Source: an optimization exercise on an open RTL-to-GDS flow (aim: small area). Production flows keep margins and buffers that such runs may drop. Function was checked by simulation only, so behaviour that the tests miss may differ from the original. Power and IR drop assume default switching activity.

**design/flow/config.mk**
```make
export PLATFORM = sky130hd
export DESIGN_NAME = qdec
export DESIGN_NICKNAME = qdec
export VERILOG_FILES = /design/flow/design.v
export SDC_FILE = /design/flow/constraint.sdc
export NUM_CORES = 4
export LEC_CHECK = 0
export CAP_MARGIN = 20
export CORE_MARGIN = 2
export CORE_UTILIZATION = 40
export PLACE_DENSITY = 0.6
export SLEW_MARGIN = 20
```
**design/flow/design.v**
```verilog
module qdec_decoder (
  input  wire        clk,
  input  wire        rst,
  input  wire        upd,         
  input  wire        pin_a,       
  input  wire        pin_b,
  input  wire        clr,         
  input  wire        add,         
  input  wire [31:0] imm,         
  output wire [31:0] pos_now,     
  output reg  [31:0] pos
);
  reg last_a, last_b;
  reg inc, dec;
  always @(*) begin
    inc = 1'b0;
    dec = 1'b0;
    if (pin_a != last_a) begin
      if (pin_b != pin_a) inc = 1'b1;
      else                dec = 1'b1;
    end else if (pin_b != last_b) begin
      if (pin_a == pin_b) inc = 1'b1;
      else                dec = 1'b1;
    end
  end
  assign pos_now = !upd ? pos :
                   inc  ? pos + 32'd1 :
                   dec  ? pos - 32'd1 : pos;
  always @(posedge clk) begin
    if (rst) begin
      pos    <= 32'd0;
      last_a <= 1'b0;
      last_b <= 1'b0;
    end else begin
      if (upd) begin
        last_a <= pin_a;
        last_b <= pin_b;
      end
      if (clr)
        pos <= 32'd0;
      else if (add)
        pos <= pos_now + imm;
      else
        pos <= pos_now;
    end
  end
endmodule
module qdec (
  input  wire        clk,
  input  wire        rst,
  input  wire [7:0]  cfg_pin_a1,
  input  wire [7:0]  cfg_pin_b1,
  input  wire [7:0]  cfg_pin_a2,
  input  wire [7:0]  cfg_pin_b2,
  input  wire        pin_a1,
  input  wire        pin_b1,
  input  wire        pin_a2,
  input  wire        pin_b2,
  input  wire        ev_valid,
  input  wire [15:0] ev_word,
  input  wire        host_valid,
  input  wire [7:0]  host_byte,
  output reg         rsp_valid,
  output reg  [31:0] rsp_data,
  output wire        irq_en,
  output wire        act_rpt
);
  localparam [7:0] OPC_RDPOS  = 8'h10;
  localparam [7:0] OPC_RSTPOS = 8'h20;
  localparam [7:0] OPC_ADDPOS = 8'h30;
  localparam [7:0] OPC_TGLIRQ = 8'h40;
  localparam [7:0] OPC_TGLRPT = 8'h50;
  reg        int_en;
  reg        rpt;
  wire [7:0] gpio = ev_word[7:0];
  wire own1 = (gpio == cfg_pin_a1) || (gpio == cfg_pin_b1);
  wire own2 = (gpio == cfg_pin_a2) || (gpio == cfg_pin_b2);
  wire upd1 = ev_valid && int_en && own1;
  wire upd2 = ev_valid && int_en && !own1 && own2;
  reg  [2:0]  arg_left;    
  reg         arg_ch;      
  reg  [23:0] arg_buf;     
  wire in_args  = (arg_left != 3'd0);
  wire opc_vld  = host_valid && !in_args;
  wire is_rdpos  = opc_vld && (host_byte[7:1] == OPC_RDPOS[7:1]);
  wire is_rstpos = opc_vld && (host_byte[7:1] == OPC_RSTPOS[7:1]);
  wire is_addpos = opc_vld && (host_byte[7:1] == OPC_ADDPOS[7:1]);
  wire is_tglirq = opc_vld && (host_byte == OPC_TGLIRQ);
  wire is_tglrpt = opc_vld && (host_byte == OPC_TGLRPT);
  wire add_done  = host_valid && (arg_left == 3'd1);
  wire [31:0] imm = {host_byte, arg_buf};
  always @(posedge clk) begin
    if (rst) begin
      arg_left <= 3'd0;
      arg_ch   <= 1'b0;
    end else if (host_valid) begin
      if (in_args) begin
        arg_left <= arg_left - 3'd1;
        arg_buf  <= {host_byte, arg_buf[23:8]};
      end else if (is_addpos) begin
        arg_left <= 3'd4;
        arg_ch   <= host_byte[0];
      end
    end
  end
  wire [31:0] pos1, pos2, pos1_now, pos2_now;
  qdec_decoder u_ch1 (
    .clk(clk), .rst(rst), .upd(upd1), .pin_a(pin_a1), .pin_b(pin_b1),
    .clr(is_rstpos && !host_byte[0]), .add(add_done && !arg_ch), .imm(imm),
    .pos_now(pos1_now), .pos(pos1)
  );
  qdec_decoder u_ch2 (
    .clk(clk), .rst(rst), .upd(upd2), .pin_a(pin_a2), .pin_b(pin_b2),
    .clr(is_rstpos && host_byte[0]), .add(add_done && arg_ch), .imm(imm),
    .pos_now(pos2_now), .pos(pos2)
  );
  always @(posedge clk) begin
    if (rst) begin
      int_en    <= 1'b0;
      rpt       <= 1'b0;
      rsp_valid <= 1'b0;
    end else begin
      rsp_valid <= is_rdpos || is_tglirq;
      if (is_tglirq) int_en <= !int_en;
      if (is_tglrpt) rpt    <= !rpt;
    end
  end
  always @(posedge clk) begin
    if (is_rdpos)
      rsp_data <= host_byte[0] ? pos2_now : pos1_now;
    else if (is_tglirq)
      rsp_data <= {31'd0, !int_en};
  end
  assign irq_en  = int_en;
  assign act_rpt = rpt;
endmodule
```
**design/flow/run.sh**
```bash
#!/bin/bash
# synth_recipe.tcl (not shown) runs the flow's synth.tcl, then flattens the netlist and writes it again
# the make line also repeats each setting of config.mk as NAME=value (left out here)
make -C /OpenROAD-flow-scripts/flow DESIGN_CONFIG=/design/flow/config.mk WORK_HOME=/design/flow/orfs CLKGATE_MAP_FILE= SYNTH_SCRIPT=/design/flow/synth_recipe.tcl finish
```
**design/flow/constraint.sdc**
```tcl
create_clock -name core_clock -period 10.0 [get_ports {clk}]
set_input_delay 2.0000 -clock core_clock [delete_from_list [all_inputs] [get_ports {clk}]]
set_output_delay 2.0000 -clock core_clock [all_outputs]
set_load 0.01 [all_outputs]
```
==> summary.txt <==
## registers in the layout, summed over array words and instances, names as in the netlist
name          cells
u_ch1.last_b      1
rpt               1
u_ch1.last_a      1
arg_left          3
arg_ch            1
arg_buf          24
u_ch2.last_b      1
u_ch2.last_a      1
rsp_valid         1
int_en            1
u_ch2.pos        32
rsp_data         32
u_ch1.pos        32
## cells by family after synthesis
| kind of cell | count (synthesis) |
|---|---|
| adders and majority gates | 79 |
| DFF | 131 |
| muxes | 10 |
| buffers and inverters | 95 |
| and+or+nand+nor | 519 |
| xor gates and xnor gates | 153 |
| AOI/OAI and AO/OA | 343 |
## layout by cell type (no fill, tap or decap), types with 7 or more instances in the layout
| cell type | n |
|---|---|
| a211oi_1 | 70 |
| a21o_1 | 42 |
| a21oi_1 | 90 |
| a31oi_1 | 10 |
| and2_1 | 8 |
| and3_1 | 18 |
| and4_1 | 10 |
| buf_4 | 7 |
| clkbuf_16 | 18 |
| clkdlybuf4s50_1 | 89 |
| dfxtp_1 | 75 |
| edfxtp_1 | 56 |
| ha_1 | 77 |
| inv_1 | 46 |
| mux2i_1 | 10 |
| nand2_1 | 78 |
| nand2b_1 | 19 |
| nand3_1 | 42 |
| nand4_1 | 18 |
| nor2_1 | 203 |
| nor2b_1 | 11 |
| nor3_1 | 31 |
| nor4_1 | 18 |
| o211ai_1 | 7 |
| o21a_1 | 14 |
| o21ai_0 | 43 |
| o21bai_1 | 11 |
| o22ai_1 | 13 |
| or2_2 | 7 |
| or3_1 | 20 |
| or4_1 | 9 |
| xnor2_1 | 72 |
| xor2_1 | 80 |
## layout make-up
| class | count | area [um^2] |
|---|---|---|
| Fill cell | 2697 | 14100 |
| Clock inverter | 10 | 117.6 |
| Sequential cell | 131 | 3183 |
| Inverter | 46 | 172.7 |
| Tap cell | 341 | 426.7 |
| Timing Repair Buffer | 97 | 948.4 |
| Multi-Input combinational cell | 1104 | 7278 |
| Clock buffer | 22 | 496.7 |
## routing by layer
metal  track usage (%)  up-vias  routed length (um)
li1                  -     4995                   -
met1             31.26     4780               15240
met2             37.32      216               14800
met3             2.962       33                1220
met4             5.510        0                 542
met5                 0        -                   0
## through the flow
step | instances | total power (W) | hold WS (ns)
detailed placement | 1719 | 0.0008706 | 0.5009
floorplan | 1330 | 0.0007851 | 0.4640
global route | 1751 | 0.001582 | 0.5388
CTS | 1751 | 0.001524 | 0.5175
global placement | 1719 | 0.0008668 | 0.4948
finish | 1751 | 0.001519 | 0.5182
## worst reg2reg max path: stages (launching register included)
cell,delay [ns]
dfxtp_1,0.50
nor2b_1,0.17
a22oi_1,0.13
or4_1,0.66
nor2_1,0.28
nand2_1,0.10
or3_1,0.31
a21oi_1,0.19
xor2_1,0.37
ha_1,0.36
o21a_1,0.20
a221o_1,0.34
nor3_1,0.39
a21oi_1,0.21
a211oi_1,0.59
o21a_1,0.26
o211ai_1,0.12
xnor2_1,0.16
nor2_1,0.05
## cell usage after synthesis (40+ instances only)
master	count	area [um^2]
clkbuf_1	40	150.1
edfxtp_1	56	1682
nand3_1	42	210.2
dfxtp_1	75	1501
a211oi_1	70	525.5
xnor2_1	72	630.6
nand2_1	79	296.5
a21oi_1	90	450.4
nor2_1	204	765.7
ha_1	77	963.4
xor2_1	80	700.7
o21ai_0	43	215.2
a21o_1	42	315.3
inv_1	46	172.7
## power groups by stage
stage / clock [W] / combinational (W) / sequential (W)
3_5_place_dp: 0 / 0.000271 / 0.000599
2_1_floorplan: 0 / 0.000194 / 0.000591
6_report: 0.000657 / 0.000274 / 0.000588
5_1_grt: 0.000687 / 0.000306 / 0.000590
4_1_cts: 0.000664 / 0.000273 / 0.000588
3_3_place_gp: 0 / 0.000268 / 0.000599
## path summary, 6_finish.rpt
| check | from | cells past startpoint | slack (ns) | to |
|---|---|---|---|---|
| worst max-delay path | ev_word[3] | 20 | 2.70 | u_ch1.pos[31]$_SDFF_PP0_ |
| worst min-delay path | arg_left[1]$_SDFFE_PP0P_ | 2 | 0.52 | arg_left[1]$_SDFFE_PP0P_ |
| worst max register to register | u_ch1.last_a$_SDFFE_PP0N_ | 18 | 4.49 | u_ch1.pos[31]$_SDFF_PP0_ |
| worst min register to register | arg_left[1]$_SDFFE_PP0P_ | 2 | 0.52 | arg_left[1]$_SDFFE_PP0P_ |
==> flow_metrics.tcl <==
set metrics [dict create \
    outcome "no timing/DRC/antenna violations" \
    sw_frac_of_total_pct 28.22 \
    rsz0062_at_grt "false" \
    muxShareOfSynthArea_pct 0.9266 \
    p_seq_share_pct 38.7 \
    vias 10024 \
    drv_slew 0 \
    synth_fa_ha_area_share_pct 9.289 \
    final_util_pct 47.23 \
    dp_slack_ns 2.311 \
    cp_max_fo 20 \
    crit_chain "clkdlybuf4s50_1 -> xor2_1 -> nor4_1 -> a22oi_1 -> nand3b_1 -> buf_4 -> or2_2 -> a21oi_1 -> xor2_1 -> ha_1 -> o21ai_0 -> o21ai_0 -> a221o_1 -> nor3_1 -> a21oi_1 -> a211oi_1 -> o21a_1 -> o211ai_1 -> xnor2_1 -> nor2_1" \
    netlist_instances 1330 \
    path_buf_inv 2 \
    antenna_found_initial 0 \
    syn_to_final_growth_pct 16.85 \
    fin_worst_skew_ns 0.009117 \
    die_w_um 168.3 \
    crit_type "in -> reg" \
    cts-resized-gates 0 \
    period_minus_slack_ns 7.300 \
    post_cts_buffers 0 \
    clockBufferDepth 2 \
    synth-main-ff-cell "dfxtp_1" \
    synth_edf_count 56 \
    antenna_cells 0 \
    crit_required_ns 10.30 \
    period_share_pct 73.00 \
    p_sw_w 0.0004287 \
    cpPeakStageDelay_ns 0.59 \
    grt_overflow_total 0 \
    io_pins 99 \
    synth-compound-area-share_pct 20.98 \
    yosys_warnings 2 \
    final-hold-violation-count 0 \
    crit_family "compound AO/OA/AOI/OAI gates" \
    cts_root_buf "clkbuf_16" \
    synth_top_family_by_area "simple AND/OR/NAND/NOR gates" \
    max_slew_margin_pct 33.88 \
    drt-initial-drc-count 683 \
    ir_drop_uv 98.53 \
    setup_tns_ns 0 \
    routedWlPerCell_um 18.16 \
    yosys.area_share.simple_pct 23.55 \
    numCtsBuffers 17 \
    antenna_left 0 \
    grt_max_degree 61 \
    pwr_density_cell_nw_per_um2 120.3 \
    cap_violations 0 \
    internal_power_w 0.001090 \
    path_clk_slew_ns 0.06 \
    clkPwrFrac_pct 43.3 \
    layout.nets 1540 \
    drive_gt1_share_pct 4.113 \
    vias_per_cell 5.725 \
    setup_violations 0 \
    rows 60 \
    dieHeight_um 168.3 \
    grt_pass1_vias 9403 \
    die_area_um2 28340 \
    hpwlAfterDp_um 24770 \
    synth_seq_cells 131 \
    worst_slack_ns 2.700 \
    pwr-share-comb_pct 18.0 \
    avgSynthCellArea_um2 8.122 \
    start_util_pct 40.42 \
    max_clock_freq_mhz 137.0 \
    h-tree-depth 4 \
    yosys.area_share.xor_xnor_pct 12.47 \
    placed_area_um2 12010 \
    synth.net_count 1473 \
    fin_area_um2 12620 \
    async_reset_ff_share_pct 0 \
    syn-cell-area_um2 10800 \
    tightestPinTransition_ns 0.9888 \
    core_area_um2 26730 \
    gp_congestion 0.8637 \
    grt_use_total_pct 22.58 \
    first_pass_iters 4 \
    ctsHoldBuffers 0 \
    route.detailed.drc 0 \
    cp-end-kind "flop" \
    cts_tree "done" \
    grt_pass1_wl_um 51000 \
    hold_class "reg -> reg" \
    clock_sinks 131 \
    ys_seq_area_share_pct 29.46 \
    synth_cell_type_count 64 \
    p_leak_nw 5.345 \
    clk_latency_ns 0.43 \
    routed_wl_um 31800 \
    worstPathArrival_ns 7.60 \
    crit_slowest_cell "a211oi_1" \
    critPathLaunchType "input port" \
    port_buffers 90 \
]

==> separate check: timing with driven ports <==
In the flow no input, the clock included, has a driving cell. The finished layout below was timed again as built, in two steps.
Step 1 (the two cells are an assumption about what drives the block):
set clk [get_ports {clk}]
set_driving_cell -lib_cell sky130_fd_sc_hd__clkbuf_16 $clk
set_driving_cell -lib_cell sky130_fd_sc_hd__buf_2 [delete_from_list [all_inputs] $clk]
Step 2, shift: input delay + t, output delay - t, t = (earliest + latest rising clock arrival at the registers) / 2. This alone moves slack from input paths to output paths.
Three values: ideal, step 1, step 2; two values: the first two.
t, ns: 0.471
setup slack, ns: 2.700 / 2.728 / 2.257
worst data-port slew with drivers (ns): 0.04
cell pins on the clock port's net: 1
After both steps setup and hold are still met in this run. For this run, drivers alone change the setup slack by +0.028 ns; drivers and shift together by -0.443 ns.
